Background: an optimization exercise with open tools, aiming at small area. Do not read the settings as production practice. Function was checked by simulation only, so behaviour that the tests miss may differ from the original. The flow treats the clock pin as an ideal source. Dropping or thinning the clock tree relies on that and would not hold on a real chip. Power is estimated from default activity; no workload was simulated.

// camctl
module camctl (
    input  wire        clk,
    input  wire        rst,
    input  wire        cmd_valid,
    output wire        cmd_ready,
    input  wire [2:0]  cmd_op,
    input  wire [7:0]  cmd_addr,
    input  wire [7:0]  cmd_val,
    output wire        rsp_valid,
    output wire [1:0]  rsp_status,
    output wire [7:0]  rsp_code,
    output wire [7:0]  rsp_data,
    output wire        tr_req,
    output wire        tr_we,
    output wire [7:0]  tr_addr,
    output wire [7:0]  tr_wdata,
    input  wire        tr_done,
    input  wire        tr_fail,
    input  wire [7:0]  tr_rdata,
    output wire        log_valid,
    output wire [1:0]  log_kind,
    output wire [7:0]  log_data,
    input  wire        s_valid,
    input  wire [7:0]  s_data,
    input  wire        s_last,
    input  wire        s_restart,
    input  wire        cfg_varlen,
    input  wire [23:0] cfg_expected,
    output wire        q_valid,
    output wire [1:0]  q_outcome,
    output wire        q_close,
    output wire [11:0] q_len
);
    camctl_bus u_bus (
        .clk        (clk),
        .rst        (rst),
        .cmd_valid  (cmd_valid),
        .cmd_ready  (cmd_ready),
        .cmd_op     (cmd_op),
        .cmd_addr   (cmd_addr),
        .cmd_val    (cmd_val),
        .rsp_valid  (rsp_valid),
        .rsp_status (rsp_status),
        .rsp_code   (rsp_code),
        .rsp_data   (rsp_data),
        .tr_req     (tr_req),
        .tr_we      (tr_we),
        .tr_addr    (tr_addr),
  ...
==> module camctl_bus, before the edit <==
module camctl_bus (
    input  wire       clk,
    input  wire       rst,
    input  wire       cmd_valid,
    output wire       cmd_ready,
    input  wire [2:0] cmd_op,
    input  wire [7:0] cmd_addr,
    input  wire [7:0] cmd_val,
    output wire       rsp_valid,
    output reg  [1:0] rsp_status,    
    output wire [7:0] rsp_code,
    output wire [7:0] rsp_data,
    output wire       tr_req,
    output reg        tr_we,
    output reg  [7:0] tr_addr,
    output reg  [7:0] tr_wdata,
    input  wire       tr_done,
    input  wire       tr_fail,
    input  wire [7:0] tr_rdata,
    output wire       log_valid,
    output wire [1:0] log_kind,
    output wire [7:0] log_data
);
    localparam [3:0] S_IDLE = 4'd0;
    localparam [3:0] S_RS   = 4'd1;    
    localparam [3:0] S_RT1  = 4'd2;    
    localparam [3:0] S_RP1  = 4'd3;    
    localparam [3:0] S_RL1  = 4'd4;    
    localparam [3:0] S_RT2  = 4'd5;    
    localparam [3:0] S_RP2  = 4'd6;    
    localparam [3:0] S_RL2  = 4'd7;    
    localparam [3:0] S_RR   = 4'd8;    
    localparam [3:0] S_WS   = 4'd9;    
    localparam [3:0] S_WV   = 4'd10;   
    localparam [3:0] S_WT   = 4'd11;   
    localparam [3:0] S_WP   = 4'd12;   
    localparam [3:0] S_RESP = 4'd13;   
    localparam [3:0] S_P    = 4'd14;   
    reg  [3:0] step;
    reg  [7:0] ra;
    reg  [7:0] rv;
    reg        rd;          
    reg        sent;        
    wire [2:0] dly = rv[2:0];   
    wire [2:0] att = rv[5:3];   
    wire       pq  = rv[6];     
    wire latched = |rsp_status;
    wire poll    = (step == S_RP1) || (step == S_RP2) || (step == S_WP);
    wire reqstep = (step == S_RS) || (step == S_RT1) || (step == S_RT2) ||
                   (step == S_RR) || (step == S_WS) || (step == S_WV) ||
                   (step == S_WT) || (step == S_P);
    wire ans     = tr_done || tr_fail;
    assign cmd_ready = (step == S_IDLE);
    assign tr_req    = !latched && (reqstep || (poll && pq));
    assign rsp_valid  = (step == S_RESP);
    assign rsp_code   = ra & {8{rsp_status == 2'd1}};
    assign rsp_data   = ra & {8{rd && !latched}};
    wire st_ok   = (tr_rdata == 8'h00);
    wire st_busy = (tr_rdata == 8'h03);
    wire st_fail = (tr_rdata == 8'h04);
    wire unk_log = poll && pq && tr_done && !(st_ok || st_busy || st_fail);
    assign log_valid = unk_log || (step == S_RL1) || (step == S_RL2);
    assign log_kind  = unk_log ? 2'd1 : 2'd2;
    assign log_data  = unk_log ? tr_rdata : {6'd0, step == S_RL2, step == S_RL1};
    always @(*) begin
        tr_we    = 1'b1;
        tr_addr  = 8'hF5;
        tr_wdata = 8'h00;
        case (step)
        S_RS:  begin tr_addr = 8'hF2; tr_wdata = sent ? rv : ra; end
        S_RT1: tr_wdata = 8'h33;
        S_RT2: tr_wdata = 8'hF9;
        S_RR:  begin tr_we = 1'b0; tr_addr = 8'hF4; end
        S_WS:  begin tr_addr = 8'hF2; tr_wdata = sent ? 8'hFF : ra; end
        S_WV:  begin tr_addr = 8'hF3; tr_wdata = sent ? 8'h00 : rv; end
        S_WT:  tr_wdata = 8'h37;
        S_P:   begin tr_we = !rd; tr_addr = ra; tr_wdata = rv; end
        default: begin tr_we = 1'b0; tr_addr = 8'hF6; end
        endcase
    end
    wire poll_end  = poll && (latched || (pq && ans && (tr_fail || st_ok || st_fail || att == 3'd5)));
    wire poll_good = pq && tr_done && st_ok;
    wire trigger = (step == S_RT1) || (step == S_RT2) || (step == S_WT);
    always @(posedge clk) begin
        if (step == S_IDLE) begin
            if (!latched)
                ra <= cmd_addr;
            rv   <= cmd_val;
            rd   <= (cmd_op == 3'd1) || (cmd_op == 3'd4);
            sent <= (cmd_op == 3'd5) && (cmd_addr == 8'hFF);
        end else begin
            if (ans && !latched)
                ra <= tr_rdata;
            if (trigger)
                rv[6:0] <= 7'd0;
            else if (poll && !latched) begin
                if (!pq) begin
                    rv[5:0] <= rv[5:0] + 6'd1;
                    if (dly == 3'd7)
                        rv[6] <= 1'b1;
                end else if (ans) begin
                    rv[6] <= 1'b0;
                end
            end
        end
    end
    always @(posedge clk) begin
        if (rst) begin
            step <= S_IDLE;
            rsp_status <= 2'd0;
        end else begin
            if (tr_req && tr_fail)
                rsp_status <= 2'd1;
            case (step)
            S_IDLE: if (cmd_valid) begin
                if (cmd_op == 3'd2) begin
                    rsp_status <= 2'd0;
                    step <= S_RESP;
                end else if (latched || cmd_op[2:1] == 2'b11)
                    step <= S_RESP;       
                else if (cmd_op == 3'd4 || (cmd_op == 3'd5 && cmd_addr == 8'hFF))
                    step <= S_RS;
                else if (cmd_op[2] || cmd_op[1])
                    step <= S_WS;
                else
                    step <= S_P;
            end
            S_RP1, S_RP2: if (poll_end)
                step <= poll_good ? step + 4'd2 : step + 4'd1;
            S_WP: if (poll_end) begin
                if (!poll_good && !latched && !tr_fail)
                    rsp_status <= 2'd2;
                step <= S_RESP;
            end
            S_RR: if (latched || ans)
                step <= sent ? S_WS : S_RESP;
            S_P: if (latched || ans)
                step <= S_RESP;
            S_RESP: step <= S_IDLE;
            S_RL1, S_RL2: step <= step + 4'd1;
            default: if (latched || ans)
                step <= step + 4'd1;
            endcase
        end
    end
endmodule
export LEC_CHECK = 0
export CAP_MARGIN = 20
export CORE_MARGIN = 2
export CORE_UTILIZATION = 65
export SLEW_MARGIN = 20
create_clock -name core_clock -period 6.0 [get_ports {clk}]
standard.sh (not shown) runs the stock make flow with config.mk's settings and CLKGATE_MAP_FILE= SYNTH_SCRIPT=/design/flow/synth_recipe.tcl, a recipe that flattens the netlist after the stock synthesis.
==> flow/flow/run.sh <==
#!/bin/bash
# Standard ORFS layout with three changes:
#  - after the standard synthesis, its combinational logic is re-mapped for
#    area by flow/resyn.tcl (registers untouched), with the abc scripts
#    flow/resyn_*.abc and several deepsyn seeds; the smallest netlist whose
#    pre-layout setup slack is at least 0.6 ns is laid out (the standard
#    netlist if none is);
#  - ports get buf_1 buffers;
#  - the clock tree is two levels of buffers built by flow/cts_hook.tcl.
# Each tool's output goes to a log file in this folder.
set -euo pipefail
here=$(pwd)
platform=$FLOW_HOME/platforms/sky130hd
lib=$platform/lib/sky130_fd_sc_hd__tt_025C_1v80.lib
res=$here/orfs/results/sky130hd/camctl/base

bash standard.sh synth > synth.log 2>&1

cp $res/1_2_yosys.v $here/std_synth.v
dont_use="$(grep -o 'cell *( *"\?sky130_fd_sc_hd__\(lpflow\|probe\)[a-z0-9_]*' $lib | grep -o 'sky130_fd_sc_hd__[a-z0-9_]*' | sort -u | tr '\n' ' ')"
# candidates: each abc script template with several deepsyn seeds, at most
# NUM_CORES at a time
cands=
for t in amap:1 amap:2 amap:3 amap:4 amap:5 amap:6 nfr:1 nfr:2; do
    c=resyn_${t%%:*}_s${t##*:}
    sed "s/SEED/${t##*:}/" $here/flow/resyn_${t%%:*}.abc > $here/$c.abc
    cands="$cands $c"
done
for c in $cands; do
    while (( $(jobs -r | wc -l) >= ${NUM_CORES:-4} )); do sleep 1; done
    (
        RESYN_IN=$here/std_synth.v RESYN_OUT=$here/$c.v RESYN_LIB=$lib RESYN_ABC=$here/$c.abc \
        RESYN_DONT_USE="$dont_use" yosys -c $here/flow/resyn.tcl > $c.log 2>&1 || true
    ) &
done
wait
best=$here/std_synth.v
best_area=
for c in $cands; do
    [[ -s $here/$c.v ]] || continue
    area=$(grep "Chip area for module '\\\\camctl'" $c.log | tail -1 | awk '{print $NF}')
    STA_NETLIST=$here/$c.v STA_PLATFORM=$platform STA_SDC=$here/constraint.sdc \
        openroad -no_init -exit $here/flow/sta.tcl > $c.sta.log 2>&1 || true
    slack=$(grep '^slack' $c.sta.log | awk '{print $2}')
    echo "$c area $area slack $slack" >> choice.log
    [[ -n "$area" && -n "$slack" ]] || continue
    if awk -v s=$slack 'BEGIN { exit !(s >= 0.6) }' &&
       { [[ -z "$best_area" ]] || awk -v a=$area -v b=$best_area 'BEGIN { exit !(a < b) }'; }; then
        best=$here/$c.v
        best_area=$area
    fi
done
echo "chosen $best" >> choice.log
cp $best $res/1_2_yosys.v
rm -f $res/1_synth.odb $res/1_synth.sdc

export BUFFER_PORTS_ARGS="-buffer_cell sky130_fd_sc_hd__buf_1"
export PRE_CTS_TCL="$here/flow/cts_hook.tcl"
export MY_CTS_LEAVES=${MY_CTS_LEAVES:-8}
export MY_CTS_LEAF=${MY_CTS_LEAF:-sky130_fd_sc_hd__clkbuf_8}
export MY_CTS_ROOT=${MY_CTS_ROOT:-sky130_fd_sc_hd__clkbuf_4}
bash standard.sh > layout.log 2>&1
Other scripts of this flow, unchanged in this note and not shown: flow/flow/cts_hook.tcl, flow/flow/resyn.tcl, flow/flow/resyn_amap.abc, flow/flow/resyn_nfr.abc, flow/flow/sta.tcl
The starting point completed with no timing, DRC or antenna violations.
Then changed:
--- a/flow/design.v
+++ b/flow/design.v
@@ -114,12 +114,12 @@
             case (step)
             S_IDLE: if (cmd_valid) begin
                 if (cmd_op == 3'd2) begin
                     rsp_status <= 2'd0;
                     step <= S_RESP;
-                end else if (latched || cmd_op[2:1] == 2'b11)
-                    step <= S_RESP;       
+                end else if (latched)
+                    step <= S_RESP;
                 else if (cmd_op == 3'd4 || (cmd_op == 3'd5 && cmd_addr == 8'hFF))
                     step <= S_RS;
                 else if (cmd_op[2] || cmd_op[1])
                     step <= S_WS;
                 else
Outcome:
- The changed run completed without violations
- flip-flop and latch count stays the same
- worst setup slack gains 0.058 ns
- sequential share of layout area barely changes
- combinational power went up by about a fifth
- area after synthesis is about the same
No run of this note takes its clock network from TritonCTS; it comes from the design's own scripts or RTL.

afterwards: timing with drivers on the ports:
The results above use ideal ports. As a check the final layouts listed here were re-extracted and re-timed, cells and wires unchanged.
Step 1 assumes that a clkbuf_16 drives the clock port and a buf_2 every other input.
Step 2 also shifts input and output timing later by t, the mid clock arrival at the registers, as if the neighbouring blocks saw the same clock.
Slacks: ideal / step 1 / step 2; pairs: ideal / step 1.
run	t, ns	setup WS [ns]	worst setup path at the end	latest minus earliest clock arrival (ns)	worst data-port slew with drivers (ns)
the first run	0.505	0.862 / 0.870 / 0.365	input to register	0.012 / 0.012	0.05
the second run	0.514	0.920 / 0.910 / 0.396	input to register	0.024 / 0.024	0.06
After both steps setup and hold are still met in every run listed. The setup slack of the second run, which loses most, moves by -0.010 ns with the drivers and by -0.524 ns with both steps.
